This design comes from an exercise in tuning for small area and a short achievable clock period on the open sky130 flow, not from production work.
Where RTL was checked, it was by simulation tests only, not by an equivalence proof against the original.
No activity file was given, so power comes from the tool's default toggle rates.

## juniper
==> flow/design.v (excerpt) <==
module sde_top (
    input  wire        clk,
    input  wire        rst,
    input  wire        bus_valid,
    input  wire        bus_write,
    input  wire [7:0]  bus_addr,
    input  wire [1:0]  bus_size,      
    input  wire [31:0] bus_wdata,
    output wire        bus_ready,
    output reg         bus_rvalid,
    output reg  [31:0] bus_rdata,
    input  wire [31:0] int_st,        
    output reg         pwm_valid,
    output reg  [3:0]  pwm_op,
    output wire [1:0]  pwm_ph,
    output reg  [31:0] pwm_data,
    input  wire [11:0] adc_raw,
    output reg         adc_valid,
    output reg  [1:0]  adc_op,
    input  wire [63:0] now_us
);
    localparam [31:0] CARRIER_DEFAULT  = 32'h00067200;
    localparam [31:0] IDENT_VALUE      = 32'h53505737;
    localparam [31:0] PARAM_VALUE      = 32'h000C0021;
    localparam [19:0] SAMPLE_PERIOD_US = 20'd1000000;
    localparam [3:0] PWM_BIND_PIN      = 4'h1;
    localparam [3:0] PWM_CONFIGURE     = 4'h2;
    localparam [3:0] PWM_DEADTIME      = 4'h3;
    localparam [3:0] PWM_ENABLE_INT    = 4'h4;
    localparam [3:0] PWM_START         = 4'h5;
    localparam [3:0] PWM_REGISTER      = 4'h6;
    localparam [3:0] PWM_SET_FREQUENCY = 4'h7;
    localparam [3:0] PWM_SET_DUTY      = 4'h8;
    localparam [3:0] PWM_READ_STATUS   = 4'h9;
    localparam [3:0] PWM_CLEAR_STATUS  = 4'hA;
    localparam [1:0] ADC_CONF_RES      = 2'd1;
    localparam [1:0] ADC_CONF_RANGE    = 2'd2;
    localparam [1:0] ADC_READ_RAW      = 2'd3;
    localparam [3:0] OP_NOP            = 4'h0;
    localparam [3:0] OP_TBL_READ       = 4'h1;
    localparam [3:0] OP_PH_INIT        = 4'h2;
    localparam [3:0] OP_PH_APPLY       = 4'h3;
    localparam [3:0] OP_PH_SET_CARRIER = 4'h4;
    localparam [3:0] OP_INV_INIT       = 4'h5;
    localparam [3:0] OP_INV_UPDATE_FS  = 4'h6;
    localparam [3:0] OP_SCALER_CHECK   = 4'h7;
    localparam [3:0] OP_FG_ITER        = 4'h8;
    localparam [3:0] OP_ADC_INIT       = 4'h9;
    localparam E_ILLEGAL_OP   = 0;
  ...
Size: about 3,300 cells after synthesis, about 230 I/O pins.
clock: 21.0 ns
lec_check: 0
cap_margin: 20
core_margin: 2
core_utilization: 65
cts_buf_list: sky130_fd_sc_hd__clkbuf_8
cts_cluster_diameter: 60
cts_cluster_size: 14
slew_margin: 20
standard.sh (not shown) runs the stock make flow with config.mk's settings and CLKGATE_MAP_FILE= SYNTH_SCRIPT=/design/flow/synth_recipe.tcl, a recipe that flattens the netlist after the stock synthesis.
==> flow/flow/run.sh <==
#!/bin/bash
set -euo pipefail
MARGIN=${SDE_SETUP_MARGIN:-11.8}
bash standard.sh SETUP_SLACK_MARGIN=$MARGIN \
    "BUFFER_PORTS_ARGS=-buffer_cell sky130_fd_sc_hd__buf_1" finish > flow_standard.log 2>&1
The inputs of garnet differ from those of juniper as listed below.
==> flow/flow/run.sh <==
#!/bin/bash
set -euo pipefail
MARGIN=${SDE_SETUP_MARGIN:-11.5}
bash standard.sh SETUP_SLACK_MARGIN=$MARGIN \
    "BUFFER_PORTS_ARGS=-buffer_cell sky130_fd_sc_hd__buf_1" finish > flow_standard.log 2>&1
## What came out
- juniper -> garnet: number of core rows delta 0, exact match
- The run showing the greater post-CTS setup buffer count is juniper.
- garnet has number of iterations in the first detailed-routing pass below what juniper had.
- | combinational logic power | lower: garnet |
- garnet against juniper; total non-filler cell area in the finished layout is down slightly.
- On power, garnet and juniper are neck and neck.
[inputs] amber vs garnet
--- a/flow/config.mk
+++ b/flow/config.mk
@@ -8,7 +8,7 @@
 export CAP_MARGIN = 20
 export CORE_MARGIN = 2
-export CORE_UTILIZATION = 65
+export CORE_UTILIZATION = 72
 export CTS_BUF_LIST = sky130_fd_sc_hd__clkbuf_8
-export CTS_CLUSTER_DIAMETER = 60
-export CTS_CLUSTER_SIZE = 14
+export CTS_CLUSTER_DIAMETER = 70
+export CTS_CLUSTER_SIZE = 16
 export SLEW_MARGIN = 20
Diff garnet -> amber | final cell count | down slightly. Changes observed in amber relative to garnet: worst max-slew margin expressed relative to the limit climbed 0.55 points, met3 wirelength from detailed routing increased 15%. garnet has a higher share of cells above drive strength 1 than amber. amber vs. garnet: worst setup slack shows a reduction of 60 ps, routed wire length fell by 2300 um. Non-clock buffer count is higher on amber.

========
zinc:
sde_top, a different RTL version from the one above (not shown whole).
Size in the first run: about 460 flip-flops, roughly 30000 um2 of cells after synthesis.
export LEC_CHECK = 0
export CAP_MARGIN = 20
export CORE_MARGIN = 2
export CORE_UTILIZATION = 60
export CTS_BUF_LIST = sky130_fd_sc_hd__clkbuf_8
export CTS_CLUSTER_DIAMETER = 60
export CTS_CLUSTER_SIZE = 14
export GPL_TIMING_DRIVEN = 0
export SLEW_MARGIN = 20
create_clock -name core_clock -period 21.0 [get_ports {clk}]
==> flow/flow/run.sh <==
#!/bin/bash
set -euo pipefail
MARGIN=${SDE_SETUP_MARGIN:-11}
bash standard.sh SETUP_SLACK_MARGIN=$MARGIN \
    "BUFFER_PORTS_ARGS=-buffer_cell sky130_fd_sc_hd__buf_1" finish > flow_standard.log 2>&1
Both conditions hold for zinc: the flow ran to the end and the final layout passed the timing, DRC and antenna checks.
The following lists how quartz was set up differently from zinc:
- changing CORE_UTILIZATION from 60 to 70
- removing GPL_TIMING_DRIVEN (formerly 0)
[summary]
The higher cell area power density came out of zinc. Between quartz and zinc, it is quartz whose total chip power is lower, by about 2.7%. Row clock network fraction of total power: quartz lower / zinc higher. From zinc to quartz the numbers moved as follows: total detailed-routing wirelength went down, global routing usage summed across all routing layers up 2.8 points, data required time of the critical path grew by 4.67 ns. Against zinc, internal power of the cells in quartz came out better. Compared with zinc, in quartz area growth from synthesis to layout dropped 1.7 points, core box area dropped about 14%, switching part of the total power barely changed, clock-pin slew of the registers on the worst-case setup and hold paths barely changed.
Function was not checked in any run of this note: the RTL went through the layout flow alone.

========
before:
Another version of the RTL of sde_top (not shown whole).
Size in the first run: ~460 flip-flops, ~230 I/O pins, ~33000 µm² of cells after synthesis.
export LEC_CHECK = 0
export CAP_MARGIN = 20
export CORE_MARGIN = 2
export CORE_UTILIZATION = 55
export CTS_BUF_LIST = sky130_fd_sc_hd__clkbuf_4 sky130_fd_sc_hd__clkbuf_8
export SLEW_MARGIN = 20
create_clock -name core_clock -period 21.0 [get_ports {clk}]
Scripts as last shown in full above: flow/flow/run.sh
The final layout from before, which completed every stage, passed the timing, DRC and antenna checks at the end of the flow.
Inputs modified between before and after:
- CORE_UTILIZATION: 55 -> 40
- CTS_BUF_LIST: sky130_fd_sc_hd__clkbuf_4 sky130_fd_sc_hd__clkbuf_8 -> unset
==> flow/flow/run.sh <==
#!/bin/bash
set -euo pipefail
MARGIN=${SDE_SETUP_MARGIN:-11}
bash standard.sh SETUP_SLACK_MARGIN=$MARGIN finish > flow_standard.log 2>&1
Results
before → after: fraction of area in multi-input gates went down; number of DRC violations after detailed-routing iteration 0 did not really move; detailed-routing wirelength on met1 went up; number of nets at the end of the flow went down.
No run of this note included a check of the RTL's function; only the layout flow was run.

========
Setup of run B:
sde_top, a different RTL version from the one above (not shown whole).
Size: about 3200 cells after synthesis, ~30000 um2 of cells after synthesis.
==> flow/config.mk <==
export PLATFORM = sky130hd
export DESIGN_NAME = sde_top
export DESIGN_NICKNAME = sde_top
export VERILOG_FILES = /design/flow/design.v
export SDC_FILE = /design/flow/constraint.sdc
export NUM_CORES = 4
export LEC_CHECK = 0
export CAP_MARGIN = 5
export CORE_MARGIN = 2
export CORE_UTILIZATION = 60
export CTS_BUF_LIST = sky130_fd_sc_hd__clkbuf_8
export CTS_CLUSTER_DIAMETER = 60
export CTS_CLUSTER_SIZE = 14
export SLEW_MARGIN = 5
==> flow/constraint.sdc <==
create_clock -name core_clock -period 21.0 [get_ports {clk}]
set_input_delay 4.2000 -clock core_clock [delete_from_list [all_inputs] [get_ports {clk}]]
set_output_delay 4.2000 -clock core_clock [all_outputs]
set_load 0.01 [all_outputs]
==> flow/flow/run.sh <==
#!/bin/bash
set -euo pipefail
MARGIN=${SDE_SETUP_MARGIN:-11.5}
bash standard.sh SETUP_SLACK_MARGIN=$MARGIN \
    "BUFFER_PORTS_ARGS=-buffer_cell sky130_fd_sc_hd__buf_1" finish > flow_standard.log 2>&1
Input-level comparison between run C and run B:
diff --git a/flow/flow/run.sh b/flow/flow/run.sh
--- a/flow/flow/run.sh
+++ b/flow/flow/run.sh
@@ -3 +3 @@
-MARGIN=${SDE_SETUP_MARGIN:-11.5}
+MARGIN=${SDE_SETUP_MARGIN:-11}
diff --git a/flow/config.mk b/flow/config.mk
--- a/flow/config.mk
+++ b/flow/config.mk
@@ -8 +8 @@
-export CAP_MARGIN = 5
+export CAP_MARGIN = 20
@@ -14 +14 @@
-export SLEW_MARGIN = 5
+export SLEW_MARGIN = 20
Findings:
- Changes observed in run C relative to run B: total net switching power now sits lower, utilization after layout now sits lower, global-route wire length before repair now sits lower.
- Run C reached the final stage; the timing, DRC and antenna checks on its layout passed.

========
Setup of the reference run:
sde_top, a different RTL version from the one above (not shown whole).
For scale: about 460 flip-flops, about 230 I/O pins, roughly 31000 um2 of cells after synthesis.
clock: 21.0 ns
lec_check: 0
cap_margin: 20
core_margin: 2
core_utilization: 65
cts_buf_list: sky130_fd_sc_hd__clkbuf_8
cts_cluster_diameter: 60
cts_cluster_size: 14
slew_margin: 20
==> flow/flow/run.sh <==
#!/bin/bash
set -euo pipefail
MARGIN=${SDE_SETUP_MARGIN:-11.7}
bash standard.sh SETUP_SLACK_MARGIN=$MARGIN \
    "BUFFER_PORTS_ARGS=-buffer_cell sky130_fd_sc_hd__buf_1" finish > flow_standard.log 2>&1
The reference run: flow completed, timing, DRC and antenna clean
Input-level comparison between the trial run and the reference run:
--- a/flow/flow/run.sh
+++ b/flow/flow/run.sh
@@ -3 +3 @@
-MARGIN=${SDE_SETUP_MARGIN:-11.7}
+MARGIN=${SDE_SETUP_MARGIN:-11.5}
## What came out
The trial run ended with every stage complete and zero timing, DRC or antenna violations.
As far as count of mapped cells out of synthesis goes, the reference run and the trial run are indistinguishable; the numbers are identical.
Proportion of power drawn by the clock network for the trial run: 0.9 points down relative to the reference run
The post-placement cell area of the reference run and that of the trial run are within noise of each other.
Measured against each other, the trial run and the reference run differ in worst hold slack, the lower figure coming from the trial run.
From the reference run to the trial run the numbers moved as follows: via count increased by 2.1% relative to the old numbers; design area increased 0.50%; worst setup slack after layout has increased; leakage power of the design moved up; wire length on met1 higher.
No functional check of the RTL was part of any run of this note.

[re-timing with driven ports]
How much do the figures lean on ideal ports? The routed layouts below were timed once more, with nothing changed but the port constraints. Step 1, drivers: a clkbuf_16 drives clk and a buf_2 each remaining input, both assumed. Step 2 also shifts input and output timing later by t, the mid clock arrival at the registers, as if the neighbouring blocks saw the same clock. Slacks: no drivers / after step 1 / after step 2; pairs: no drivers / after step 1.
run	t, ns	setup WS [ns]	worst setup path after step 2	slew at the worst register clock pin (ns)	pins driven straight from the clock port
juniper	0.670	11.362 / 11.338 / 11.338	input to output	0.11 / 0.11	1
garnet	0.675	11.391 / 11.337 / 11.028	input to register	0.10 / 0.10	1
amber	0.663	11.331 / 11.286 / 11.112	input to register	0.12 / 0.12	1
zinc	0.740	10.749 / 10.691 / 10.469	input to register	0.10 / 0.10	1
quartz	0.683	10.968 / 10.972 / 10.296	input to register	0.11 / 0.11	1
before	0.741	11.004 / 10.952 / 10.952	input to output	0.07 / 0.07	1
after	0.671	11.027 / 10.953 / 10.953	input to output	0.07 / 0.07	1
run B	0.726	11.206 / 11.135 / 10.629	input to register	0.10 / 0.10	1
run C	0.740	10.995 / 10.933 / 10.533	input to register	0.10 / 0.10	1
the reference run	0.738	10.991 / 10.949 / 10.949	input to output	0.10 / 0.10	1
the trial run	0.736	11.009 / 10.967 / 10.738	input to register	0.11 / 0.11	1
After both steps setup and hold are still met in every run listed. The setup slack of quartz, which loses most, moves by +0.004 ns with the drivers and by -0.672 ns with both steps.
